Background: an optimization exercise with open tools, aiming at small area, a short achievable clock period and few clock cycles. Do not read the settings as production practice.
At most, simulation tests tie the RTL to the original design; equivalence was not proved.

==> inputs of trial 63 <==
==> flow/design.v (excerpt) <==
module jbang_seq (
    input  wire        clk,
    input  wire        rst,           
    input  wire [2:0]  bus_addr,      
    input  wire        bus_we,
    input  wire [31:0] bus_wdata,
    output reg  [31:0] bus_rdata,
    output reg         jtag_trst_n,
    output reg         jtag_tck,
    output reg         jtag_tms,
    output reg         jtag_tdi,
    input  wire        jtag_tdo
);
make LEC_CHECK=0 CAP_MARGIN=20 CORE_MARGIN=2 CORE_UTILIZATION=55 CTS_BUF_LIST='sky130_fd_sc_hd__clkbuf_4 sky130_fd_sc_hd__clkbuf_8' CTS_CLUSTER_SIZE=30 PLACE_DENSITY=0.7 SETUP_SLACK_MARGIN=4.0 SLEW_MARGIN=20 SYNTH_HIERARCHICAL=1 SYNTH_MEMORY_MAX_BITS=16384 finish   # period 8.0 ns
run.sh (not shown) runs the stock make flow with config.mk's settings and CLKGATE_MAP_FILE= SYNTH_SCRIPT=/design/flow/synth_recipe.tcl, a recipe that flattens the netlist after the stock synthesis.
==> inputs of trial 95, as changes to trial 63 <==
--- a/flow/design.v
+++ b/flow/design.v
@@ -238,16 +238,17 @@
             S_C:  pulse_tdi = is_tx ? ((cnt < 6'd4) ? cur_ir[cnt[1:0]] : 1'b1)
                                     : (o_dx ? X[0] : kbit);
             S_C1: pulse_tdi = O[0];
             S_C2: pulse_tdi = o_dx ? dreg : kbit;
             default: pulse_tdi = 1'b0;
         endcase
     end
     reg       chk_fail;
+    reg       chk_r;       
     reg [3:0] chk_code;
     always @* begin
         chk_fail = 1'b0; chk_code = F_CSW;
         case (o_chk)
             C_TAPID:   begin chk_fail = (X[27:0] != 28'hB94402F); chk_code = F_TAP_IDCODE; end
             C_CONNECT: begin chk_fail = (X[3:0] != 4'b1001); chk_code = F_CONNECT; end
             C_R60:     begin chk_fail = (X[31:24] != 8'h60); chk_code = F_ROUTER; end
             C_R2C:     begin chk_fail = (X[31:24] != 8'h2C); chk_code = F_ROUTER; end
@@ -376,19 +377,19 @@
                             end
                         end
                     end
                     S_PT: begin
                         n_trst = 1'b1;
                         np = S_E; enter = 1'b1;
                     end
                     S_AL: begin
-                        if (cnt == 6'd32) op_end = 1'b1;
+                        if (cnt == 6'd33) op_end = 1'b1;
                         else begin
-                            n_X = {1'b0, X[31:1]};
+                            if (!cnt[5]) n_X = {1'b0, X[31:1]};
                             n_cnt = cnt + 6'd1;
                         end
                     end
                     default: begin
                         if (ph == S_C2 && cnt == 6'd0 && O != 3'b010) begin
                             n_fault = 1'b1; n_busy = 1'b0; n_fcode = F_ACK;
                         end else begin
                             n_tck = 1'b1;
@@ -406,17 +407,17 @@
                 n_ph = np; n_cnt = 6'd0;
             end
             if (enter) begin
                 n_ph = np;
                 n_cnt = (np == S_AL) ? n_gen : 6'd0;
                 n_eh = !xlo_nz; n_bw = 1'b1; n_nz = 1'b0;
             end
             if (op_end) begin
-                if (chk_fail) begin
+                if (chk_r) begin
                     n_fault = 1'b1; n_busy = 1'b0; n_fcode = chk_code;
                 end else if (o_last) begin
                     n_busy = 1'b0;
                     if (o_res) n_result = X;
                     if (o_kind == K_RST) begin
                         n_tap = TS_RESET; n_sp = 1'b0; n_irv = 1'b0;
                     end
                 end else begin
@@ -455,17 +456,17 @@
             busy <= n_busy; fault <= n_fault; overrun <= n_overrun; pin_init_done <= n_pid;
             fcode <= n_fcode; tap_state <= n_tap; shift_phase <= n_sp; ir_valid <= n_irv;
             ir_cache <= n_irc;
             jtag_trst_n <= n_trst; jtag_tck <= n_tck; jtag_tms <= n_tms; jtag_tdi <= n_tdi;
         end
     end
     always @(posedge clk) begin
         X <= n_X; Y <= n_Y; O <= n_O; upc <= n_upc; ph <= n_ph; cnt <= n_cnt;
-        txp <= n_txp; eh <= n_eh; bw <= n_bw; nz <= n_nz;
+        txp <= n_txp; chk_r <= chk_fail; eh <= n_eh; bw <= n_bw; nz <= n_nz;
     end
 endmodule
 module jbang_seq_rdmux (
     input  wire [2:0]  addr,
     input  wire [31:0] arg0,
     input  wire [31:0] arg1,
     input  wire [31:0] result,
     input  wire [31:0] fv,
CORE_UTILIZATION = 40   (was 55)
CTS_BUF_LIST = default   (was sky130_fd_sc_hd__clkbuf_4 sky130_fd_sc_hd__clkbuf_8)
CTS_CLUSTER_SIZE = default   (was 30)
PLACE_DENSITY = 0.6   (was 0.7)
SETUP_SLACK_MARGIN = 3.0   (was 4.0)
==> inputs of trial 26, as changes to trial 63 <==
--- a/flow/design.v
+++ b/flow/design.v
@@ -238,16 +238,17 @@
             S_C:  pulse_tdi = is_tx ? ((cnt < 6'd4) ? cur_ir[cnt[1:0]] : 1'b1)
                                     : (o_dx ? X[0] : kbit);
             S_C1: pulse_tdi = O[0];
             S_C2: pulse_tdi = o_dx ? dreg : kbit;
             default: pulse_tdi = 1'b0;
         endcase
     end
     reg       chk_fail;
+    reg       chk_r;       
     reg [3:0] chk_code;
     always @* begin
         chk_fail = 1'b0; chk_code = F_CSW;
         case (o_chk)
             C_TAPID:   begin chk_fail = (X[27:0] != 28'hB94402F); chk_code = F_TAP_IDCODE; end
             C_CONNECT: begin chk_fail = (X[3:0] != 4'b1001); chk_code = F_CONNECT; end
             C_R60:     begin chk_fail = (X[31:24] != 8'h60); chk_code = F_ROUTER; end
             C_R2C:     begin chk_fail = (X[31:24] != 8'h2C); chk_code = F_ROUTER; end
@@ -376,19 +377,19 @@
                             end
                         end
                     end
                     S_PT: begin
                         n_trst = 1'b1;
                         np = S_E; enter = 1'b1;
                     end
                     S_AL: begin
-                        if (cnt == 6'd32) op_end = 1'b1;
+                        if (cnt == 6'd33) op_end = 1'b1;
                         else begin
-                            n_X = {1'b0, X[31:1]};
+                            if (!cnt[5]) n_X = {1'b0, X[31:1]};
                             n_cnt = cnt + 6'd1;
                         end
                     end
                     default: begin
                         if (ph == S_C2 && cnt == 6'd0 && O != 3'b010) begin
                             n_fault = 1'b1; n_busy = 1'b0; n_fcode = F_ACK;
                         end else begin
                             n_tck = 1'b1;
@@ -406,17 +407,17 @@
                 n_ph = np; n_cnt = 6'd0;
             end
             if (enter) begin
                 n_ph = np;
                 n_cnt = (np == S_AL) ? n_gen : 6'd0;
                 n_eh = !xlo_nz; n_bw = 1'b1; n_nz = 1'b0;
             end
             if (op_end) begin
-                if (chk_fail) begin
+                if (chk_r) begin
                     n_fault = 1'b1; n_busy = 1'b0; n_fcode = chk_code;
                 end else if (o_last) begin
                     n_busy = 1'b0;
                     if (o_res) n_result = X;
                     if (o_kind == K_RST) begin
                         n_tap = TS_RESET; n_sp = 1'b0; n_irv = 1'b0;
                     end
                 end else begin
@@ -455,17 +456,17 @@
             busy <= n_busy; fault <= n_fault; overrun <= n_overrun; pin_init_done <= n_pid;
             fcode <= n_fcode; tap_state <= n_tap; shift_phase <= n_sp; ir_valid <= n_irv;
             ir_cache <= n_irc;
             jtag_trst_n <= n_trst; jtag_tck <= n_tck; jtag_tms <= n_tms; jtag_tdi <= n_tdi;
         end
     end
     always @(posedge clk) begin
         X <= n_X; Y <= n_Y; O <= n_O; upc <= n_upc; ph <= n_ph; cnt <= n_cnt;
-        txp <= n_txp; eh <= n_eh; bw <= n_bw; nz <= n_nz;
+        txp <= n_txp; chk_r <= chk_fail; eh <= n_eh; bw <= n_bw; nz <= n_nz;
     end
 endmodule
 module jbang_seq_rdmux (
     input  wire [2:0]  addr,
     input  wire [31:0] arg0,
     input  wire [31:0] arg1,
     input  wire [31:0] result,
     input  wire [31:0] fv,
CORE_UTILIZATION = 60   (was 55)
CTS_BUF_LIST = default   (was sky130_fd_sc_hd__clkbuf_4 sky130_fd_sc_hd__clkbuf_8)
CTS_CLUSTER_SIZE = default   (was 30)
PLACE_DENSITY = 0.75   (was 0.7)
SETUP_SLACK_MARGIN = 3.5   (was 4.0)
==> inputs of build 5, as changes to trial 63 <==
--- a/flow/design.v
+++ b/flow/design.v
@@ -238,16 +238,17 @@
             S_C:  pulse_tdi = is_tx ? ((cnt < 6'd4) ? cur_ir[cnt[1:0]] : 1'b1)
                                     : (o_dx ? X[0] : kbit);
             S_C1: pulse_tdi = O[0];
             S_C2: pulse_tdi = o_dx ? dreg : kbit;
             default: pulse_tdi = 1'b0;
         endcase
     end
     reg       chk_fail;
+    reg       chk_r;       
     reg [3:0] chk_code;
     always @* begin
         chk_fail = 1'b0; chk_code = F_CSW;
         case (o_chk)
             C_TAPID:   begin chk_fail = (X[27:0] != 28'hB94402F); chk_code = F_TAP_IDCODE; end
             C_CONNECT: begin chk_fail = (X[3:0] != 4'b1001); chk_code = F_CONNECT; end
             C_R60:     begin chk_fail = (X[31:24] != 8'h60); chk_code = F_ROUTER; end
             C_R2C:     begin chk_fail = (X[31:24] != 8'h2C); chk_code = F_ROUTER; end
@@ -366,29 +367,28 @@
                             end else if (is_tx && o_iro && ir_hit) begin
                                 op_end = 1'b1;
                             end else if (o_kind == K_RST) begin
                                 n_trst = 1'b0;
                                 n_ph = S_PT;
                             end else begin
                                 np = first_ph;
                                 if (np == S_END) op_end = 1'b1;
-                                else if (np == S_AL || np == S_E) enter = 1'b1;
-                                else go = 1'b1;
+                                else enter = 1'b1;
                             end
                         end
                     end
                     S_PT: begin
                         n_trst = 1'b1;
                         np = S_E; enter = 1'b1;
                     end
                     S_AL: begin
-                        if (cnt == 6'd32) op_end = 1'b1;
+                        if (cnt == 6'd33) op_end = 1'b1;
                         else begin
-                            n_X = {1'b0, X[31:1]};
+                            if (!cnt[5]) n_X = {1'b0, X[31:1]};
                             n_cnt = cnt + 6'd1;
                         end
                     end
                     default: begin
                         if (ph == S_C2 && cnt == 6'd0 && O != 3'b010) begin
                             n_fault = 1'b1; n_busy = 1'b0; n_fcode = F_ACK;
                         end else begin
                             n_tck = 1'b1;
@@ -406,17 +406,17 @@
                 n_ph = np; n_cnt = 6'd0;
             end
             if (enter) begin
                 n_ph = np;
                 n_cnt = (np == S_AL) ? n_gen : 6'd0;
                 n_eh = !xlo_nz; n_bw = 1'b1; n_nz = 1'b0;
             end
             if (op_end) begin
-                if (chk_fail) begin
+                if (chk_r) begin
                     n_fault = 1'b1; n_busy = 1'b0; n_fcode = chk_code;
                 end else if (o_last) begin
                     n_busy = 1'b0;
                     if (o_res) n_result = X;
                     if (o_kind == K_RST) begin
                         n_tap = TS_RESET; n_sp = 1'b0; n_irv = 1'b0;
                     end
                 end else begin
@@ -455,17 +455,17 @@
             busy <= n_busy; fault <= n_fault; overrun <= n_overrun; pin_init_done <= n_pid;
             fcode <= n_fcode; tap_state <= n_tap; shift_phase <= n_sp; ir_valid <= n_irv;
             ir_cache <= n_irc;
             jtag_trst_n <= n_trst; jtag_tck <= n_tck; jtag_tms <= n_tms; jtag_tdi <= n_tdi;
         end
     end
     always @(posedge clk) begin
         X <= n_X; Y <= n_Y; O <= n_O; upc <= n_upc; ph <= n_ph; cnt <= n_cnt;
-        txp <= n_txp; eh <= n_eh; bw <= n_bw; nz <= n_nz;
+        txp <= n_txp; chk_r <= chk_fail; eh <= n_eh; bw <= n_bw; nz <= n_nz;
     end
 endmodule
 module jbang_seq_rdmux (
     input  wire [2:0]  addr,
     input  wire [31:0] arg0,
     input  wire [31:0] arg1,
     input  wire [31:0] result,
     input  wire [31:0] fv,
CORE_UTILIZATION = 40   (was 55)
CTS_BUF_LIST = default   (was sky130_fd_sc_hd__clkbuf_4 sky130_fd_sc_hd__clkbuf_8)
CTS_CLUSTER_SIZE = default   (was 30)
PLACE_DENSITY = 0.6   (was 0.7)
SETUP_SLACK_MARGIN = 3.5   (was 4.0)
==> results_dict.tcl <==
set metrics [dict create \
    grt_usage_pct 46.92 \
    wl_met2_um 28620 \
    slowest_delay_ps 290 \
    seq_cell_count 203 \
    seq_area_share_pct 22.56 \
    status "complete, no violations" \
    antenna_cells 0 \
    grtUsageMet3_pct 10.84 \
    fin_crit_ps 4407 \
    cp-start-kind "input pin" \
    crit_required_ps 6400 \
    syn_to_final_growth_pct 32.19 \
    clk_latency_ps 570 \
    p_seq_share_pct 27.0 \
]
The numbers above come from trial 63.

==> results_dict.tcl <==
set metrics [dict create \
    status "complete, no violations" \
    slowest_delay_ps 540 \
    syn_to_final_growth_pct 17.39 \
    p_seq_share_pct 31.1 \
    cp-start-kind "flip-flop" \
    antenna_cells 1 \
    wl_met2_um 25860 \
    clk_latency_ps 560 \
    crit_required_ps 8390 \
    seq_area_share_pct 25.16 \
    seq_cell_count 204 \
]
The numbers above come from trial 26.

==> results_dict.tcl <==
set metrics [dict create \
    fin_crit_ps 4504 \
    clk_latency_ps 580 \
    slowest_delay_ps 290 \
    seq_area_share_pct 25.83 \
    syn_to_final_growth_pct 19.23 \
    cp-start-kind "input pin" \
    seq_cell_count 204 \
    p_seq_share_pct 33.0 \
    status "complete, no violations" \
    final_common_cell "nand2_1" \
    antenna_cells 0 \
    grt_usage_pct 30.69 \
    crit_required_ps 6400 \
    wl_met2_um 25510 \
]
The numbers above come from build 5.

==> results_dict.tcl <==
set metrics [dict create \
    grtUsageMet3_pct 4.787 \
    wl_met2_um 26340 \
    syn_to_final_growth_pct 14.17 \
    clk_latency_ps 570 \
    p_seq_share_pct 31.0 \
    seq_area_share_pct 25.79 \
    seq_cell_count 204 \
    status "complete, no violations" \
]
The numbers above come from trial 95.

Testbench counts of trial 95, summed over its fixed seeds: cycles 293,374.
Testbench counts of trial 26, summed over its fixed seeds: cycles 293,374.
Testbench counts of build 5, summed over its fixed seeds: cycles 296,555.
For trial 63, only the layout was checked, not whether the RTL still works.

[static timing again, ports no longer ideal]
Ports are ideal in the flow. The routed layouts listed here were re-timed in OpenROAD.
Step 1: set_driving_cell puts a clkbuf_16 on clk and a buf_2 on each other input, an assumption about the parent block.
Step 2 also shifts input and output timing later by t, the mid clock arrival at the registers, as if the neighbouring blocks saw the same clock.
Slacks: ideal / step 1 / step 2; pairs: ideal / step 1.
run | shift t [ns] | slack for setup (ns) | worst setup path at the end | clock arrival spread, ns
trial 63 | 0.600 | 3.593 / 3.510 / 3.447 | input to register | 0.028 / 0.028
trial 95 | 0.616 | 3.028 / 2.989 / 2.862 | input to register | 0.020 / 0.020
trial 26 | 0.600 | 3.466 / 3.414 / 3.141 | input to register | 0.024 / 0.024
build 5 | 0.617 | 3.496 / 3.462 / 3.185 | input to register | 0.044 / 0.043
After both steps setup and hold are still met in every run listed. The setup slack of trial 26, which loses most, moves by -0.052 ns with the drivers and by -0.325 ns with both steps.
